What follows belongs to an exercise in optimizing a design on an open flow for a short achievable clock period and few clock cycles; a production flow would make more cautious choices. In this exercise RTL edits were held to simulation tests only and were not proved equivalent to the original. Power and IR drop assume default switching activity.

==> 05-23: inputs <==
## lzdec
module lzdec (
    input  wire        clk,
    input  wire        rst,
    input  wire        start,
    input  wire [2:0]  fmt,
    input  wire [15:0] in_len,
    input  wire [15:0] max_out,
    output reg         in_re,
    output reg  [15:0] in_addr,
    input  wire [7:0]  in_rdata,
    output reg         out_re,
    output reg  [15:0] out_raddr,
    input  wire [7:0]  out_rdata,
    output reg         out_we,
    output reg  [15:0] out_waddr,
    output reg  [7:0]  out_wdata,
    output reg  [1:0]  state,
    output reg  [2:0]  err,
    output reg  [15:0] out_len
);
clock: 11.0 ns
lec_check: 0
abc_clock_period_in_ps: 3500
cap_margin: 20
core_margin: 2
core_utilization: 40
setup_slack_margin: 5
slew_margin: 20
run.sh (not shown) runs the stock make flow with config.mk's settings and CLKGATE_MAP_FILE= SYNTH_SCRIPT=/design/flow/synth_recipe.tcl, a recipe that flattens the netlist after the stock synthesis.
==> 02-08: changes against 05-23 <==
--- a/flow/design.v
+++ b/flow/design.v
@@ -51,14 +51,15 @@
     localparam K_END  = 2'd2;
     localparam SRC_LIT = 2'd0;
     localparam SRC_MEM = 2'd1;
     localparam SRC_H0  = 2'd2;    
     localparam SRC_H1  = 2'd3;    
     integer i, j;
     reg        go;
+    reg        rst_q;        
     reg [2:0]  c_fmt;
     reg [15:0] c_len;
     reg [15:0] c_max;
     wire       start_acc = (state != ST_BUSY) && start;
     reg [15:0] rp;           
     reg        v1;           
     reg        v2;           
@@ -296,19 +297,20 @@
                 hrf_nx = hrf_nx | ((nb_ins - i[6:0]) <= 7'd48);
             end
     end
     wire k1 = a_rlit | a_flag | a_lit | a_plit | a_x8 | a_tab;
     wire k2 = a_hrd | a_pair | a_m | hrefill;
     wire k4 = a_ind | a_x32;
     wire push_lit  = a_rlit | a_lit | a_plit;
+    wire copy_go   = n2_go | pc_go;
     wire push_copy = a_pcpy | a_pccpy;
     wire push_end  = a_h0 | a_htr | a_hend | a_rtr | a_ftr | a_ltr | a_ptr | a_jtr |
-                     a_pbad | a_pdone | a_itr | a_iend | a_mtr | a_x8tr | a_x32tr |
-                     a_pcbad | a_hi0 | a_hitr | a_kbad | a_bad;
-    wire push      = push_lit | push_copy | push_end;
+                     a_pdone | a_itr | a_iend | a_mtr | a_x8tr | a_x32tr |
+                     a_hi0 | a_hitr | a_kbad | a_bad;
+    wire push      = push_lit | copy_go | push_end;
     wire [2:0] pcode =
         ({3{a_htr | a_rtr | a_ftr | a_ltr | a_ptr | a_jtr | a_itr | a_mtr | a_x8tr |
             a_x32tr | a_hitr}} & E_TRUNC) |
         ({3{a_pbad | a_pcbad}} & E_BACKREF) |
         ({3{a_kbad}} & E_HUFFTAB) |
         ({3{a_bad}} & E_CMDINV);
     wire [1:0] pk = push_lit ? K_LIT : push_copy ? K_COPY : K_END;
@@ -332,17 +334,17 @@
         n_ps[H_TAB]   = (ps[H_TAB] && !(a_tab && hj127)) || a_hiok;
         n_ps[H_TW]    = a_tab && hj127;
         n_ps[H_LIM]   = ps[H_TW] || (ps[H_LIM] && (hstep != 4'd15));
         n_ps[H_KR]    = (ps[H_LIM] && (hstep == 4'd15)) || (ps[H_KR] && ofull);
         n_ps[H_DEC]   = (ps[H_DEC] && !(d1_end | d1_trn)) || a_kok;
     end
     wire [16:0] vout_inc  = vout + {16'd0, push_lit};
-    wire [16:0] vout_nx   = push_copy ? (vout + plen) : vout_inc;
-    wire        vmax_nx   = push_copy ? (vrem == plen) : push_lit ? (vrem == 17'd1) : vmax;
-    wire [16:0] vrem_nx   = push_copy ? (vrem - plen) : (vrem - {16'd0, push_lit});
+    wire [16:0] vout_nx   = copy_go ? (vout + plen) : vout_inc;
+    wire        vmax_nx   = copy_go ? (vrem == plen) : push_lit ? (vrem == 17'd1) : vmax;
+    wire [16:0] vrem_nx   = copy_go ? (vrem - plen) : (vrem - {16'd0, push_lit});
     reg [15:0] rem_nx;
     reg        in0_nx, inlt2_nx, inlt4_nx, in4_nx;
     always @* begin
         rem_nx = rem_in; in0_nx = in0; inlt2_nx = inlt2; inlt4_nx = inlt4; in4_nx = in4;
         if (k1) begin
             rem_nx = rem_in - 16'd1;
             in0_nx = (rem_in == 16'd1); inlt2_nx = (rem_in < 16'd3);
@@ -427,49 +429,68 @@
     wire a_byte = a_act && (cur_k != K_END);
     wire a_emit = a_byte && !room0;
     wire a_ovf  = a_byte && room0;
     wire a_fin  = a_act && ((cur_k == K_END) || room0);
     wire a_free = !cur_v || (a_emit && cur_last);
     wire a_load = a_run && !a_fin && a_free && qne;
     always @(posedge clk) begin
+        rst_q <= rst;
         if (rst) begin
             state   <= ST_IDLE;
             err     <= 3'd0;
             out_len <= 16'd0;
             go      <= 1'b0;
-            in_re   <= 1'b0;
-            v1      <= 1'b0;
-            v2      <= 1'b0;
-            pf_on   <= 1'b0;
-            ps      <= {NPS{1'b0}};
-            sv      <= 1'b0;
-            qn      <= 4'd0;
-            qne     <= 1'b0;
-            occ     <= 4'd0;
-            a_run   <= 1'b0;
-            cur_v   <= 1'b0;
             b_v     <= 1'b0;
             b_f     <= 1'b0;
             c_v     <= 1'b0;
             c_f     <= 1'b0;
-            out_re  <= 1'b0;
             out_we  <= 1'b0;
-            d2v     <= 1'b0;
-            d3v     <= 1'b0;
-            d4v     <= 1'b0;
         end else begin
             go <= start_acc;
             if (start_acc) begin
                 state <= ST_BUSY;
                 err   <= 3'd0;
             end else if (c_f) begin
                 state   <= (c_code == 3'd0) ? ST_DONE : ST_ERROR;
                 err     <= c_code;
+            end
+            if (c_f)
                 out_len <= (c_code == 3'd0) ? c_pos : 16'd0;
+            if (rst_q || go) begin
+                b_v <= 1'b0;
+                b_f <= 1'b0;
+                c_v <= 1'b0;
+                c_f <= 1'b0;
+            end else begin
+                b_v <= a_emit;
+                b_f <= a_fin;
+                c_v <= b_v;
+                c_f <= b_f;
             end
+            out_we <= c_v;
+        end
+    end
+    always @(posedge clk) begin
+        if (rst_q) begin
+            in_re   <= start_acc;
+            v1      <= 1'b0;
+            v2      <= 1'b0;
+            pf_on   <= 1'b0;
+            ps      <= {NPS{1'b0}};
+            sv      <= 1'b0;
+            qn      <= 4'd0;
+            qne     <= 1'b0;
+            occ     <= 4'd0;
+            a_run   <= 1'b0;
+            cur_v   <= 1'b0;
+            out_re  <= 1'b0;
+            d2v     <= 1'b0;
+            d3v     <= 1'b0;
+            d4v     <= 1'b0;
+        end else begin
             v1 <= in_re && !flush_r && !start_acc;
             v2 <= v1 && !flush_r && !start_acc;
             if (go) pf_on <= 1'b1;
             else if (c_f) pf_on <= 1'b0;
             in_re <= start_acc || go || flush_r || issue_rd;
             if (go) begin
                 ps <= {NPS{1'b0}};
@@ -496,28 +517,21 @@
                 qn  <= qn + {3'd0, sv} - {3'd0, a_load};
                 qne <= (qn + {3'd0, sv} - {3'd0, a_load}) != 4'd0;
                 occ <= occ + {3'd0, push || hissue} - {3'd0, a_load};
             end
             if (go) begin
                 a_run <= 1'b1;
                 cur_v <= 1'b0;
-                b_v   <= 1'b0;
-                b_f   <= 1'b0;
                 out_re <= 1'b0;
             end else begin
                 if (a_fin) a_run <= 1'b0;
                 if (a_load) cur_v <= 1'b1;
                 else if (a_free) cur_v <= 1'b0;
                 out_re <= a_emit && (cur_k == K_COPY) && (cur_sel == SRC_MEM);
-                b_v <= a_emit;
-                b_f <= a_fin;
             end
-            c_v    <= b_v;
-            c_f    <= b_f;
-            out_we <= c_v;
         end
     end
     always @(posedge clk) begin
         if (state != ST_BUSY) begin
             c_fmt <= fmt;
             c_len <= in_len;
             c_max <= max_out;
@@ -609,15 +623,15 @@
                 rem_ch <= rem_ch - 13'd2;
                 chz    <= (rem_ch == 13'd2);
                 chlt2  <= (rem_ch < 13'd4);
             end
             if (a_lit) begin
                 pcnt    <= pcnt + 13'd1;
                 pfull4k <= (pcnt == 13'd4095);
-            end else if (a_pcpy) begin
+            end else if (n2_go) begin
                 pcnt    <= pcnt + plen[12:0];
                 pfull4k <= (pcnt + plen[12:0] == 13'd4096);
             end
             if (a_flag) begin
                 flags <= fb[0];
                 nfl   <= 4'd8;
                 nfl0  <= 1'b0;
@@ -648,15 +662,15 @@
             s_code <= d4c;
         end else begin
             s_k    <= pk;
             s_lit  <= fb[0];
             s_code <= pcode;
         end
         s_src <= psrc;
-        s_len <= push_copy ? plen : 17'd1;
+        s_len <= copy_go ? plen : 17'd1;
         s_sel <= psel;
         if (sv) begin
             qk[qtail]    <= s_k;
             qlit[qtail]  <= s_lit;
             qsrc[qtail]  <= s_src;
             qlen[qtail]  <= s_len;
             qsel[qtail]  <= s_sel;
@@ -716,15 +730,15 @@
         end
         if (ps[H_KR]) begin
             bb  <= 64'd0;
             nb  <= 7'd0;
             nbc <= 7'd0;
             hrf <= 1'b1;
             hoh <= 15'd0;
-        end else if (ps[H_DEC]) begin
+        end else begin
             bb  <= bb_nx;
             nb  <= nb_nx;
             nbc <= nbc_nx;
             hoh <= hoh_nx;
             hrf <= hrf_nx;
         end
         if (d1_sym) begin
==> flow/flow/run.sh (new file) <==
#!/bin/bash
# Layout flow: the standard ORFS layout (standard.sh, unchanged synthesis,
# floorplan, placement, CTS, routing) with a larger setup margin for ORFS's
# repair_timing, so that it keeps sizing and buffering paths well below the
# 11 ns clock. The clock period and all constraints stay the design's.
set -euo pipefail
bash standard.sh SETUP_SLACK_MARGIN=7.5 finish > standard_flow.log 2>&1
==> flow/standard.sh (new file) <==
#!/bin/bash
# synth_recipe.tcl (not shown) runs the flow's synth.tcl, then flattens the netlist and writes it again
# the make line also repeats each setting of config.mk as NAME=value (left out here)
make -C /OpenROAD-flow-scripts/flow DESIGN_CONFIG=/design/flow/config.mk WORK_HOME=/design/flow/orfs CLKGATE_MAP_FILE= SYNTH_SCRIPT=/design/flow/synth_recipe.tcl "${@:-finish}"
removed: flow/run.sh
==> summary.txt <==
05-23 finished clean. 02-08 produced a clean layout.
In area after synthesis, 02-08 and 05-23 hardly differ.
Of 05-23 and 02-08, 05-23 has the higher critical path depth (gap 25).
In clock power, 05-23 and 02-08 hardly differ.
Die area is about the same in 05-23 and 02-08.
Fmax: 02-08 is higher than 05-23 (51%).
Of 05-23 and 02-08, 05-23 has the higher power (gap 3.3%, measured against 02-08).
Testbench counts of 05-23, summed over its fixed seeds: cycles 314,023.
Testbench counts of 02-08, summed over its fixed seeds: cycles 314,023.

## re-timing with driven ports
How much do the figures lean on ideal ports? The routed layouts below were timed once more, with nothing changed but the port constraints.
Step 1: set_driving_cell puts a clkbuf_16 on clk and a buf_2 on each other input, an assumption about the parent block.
Step 2 also shifts input and output timing later by t, the mid clock arrival at the registers, as if the neighbouring blocks saw the same clock.
Slacks: ideal ports / drivers / drivers and shift; pairs: ideal ports / drivers.
run | t (ns) | setup WS [ns] | pins driven straight from the clock port
05-23 | 1.179 | 5.313 / 5.313 / 5.313 | 1
02-08 | 1.186 | 7.236 / 7.089 / 6.968 | 1
After both steps setup and hold are still met in every run listed. The setup slack of 02-08, which loses most, moves by -0.147 ns with the drivers and by -0.268 ns with both steps.
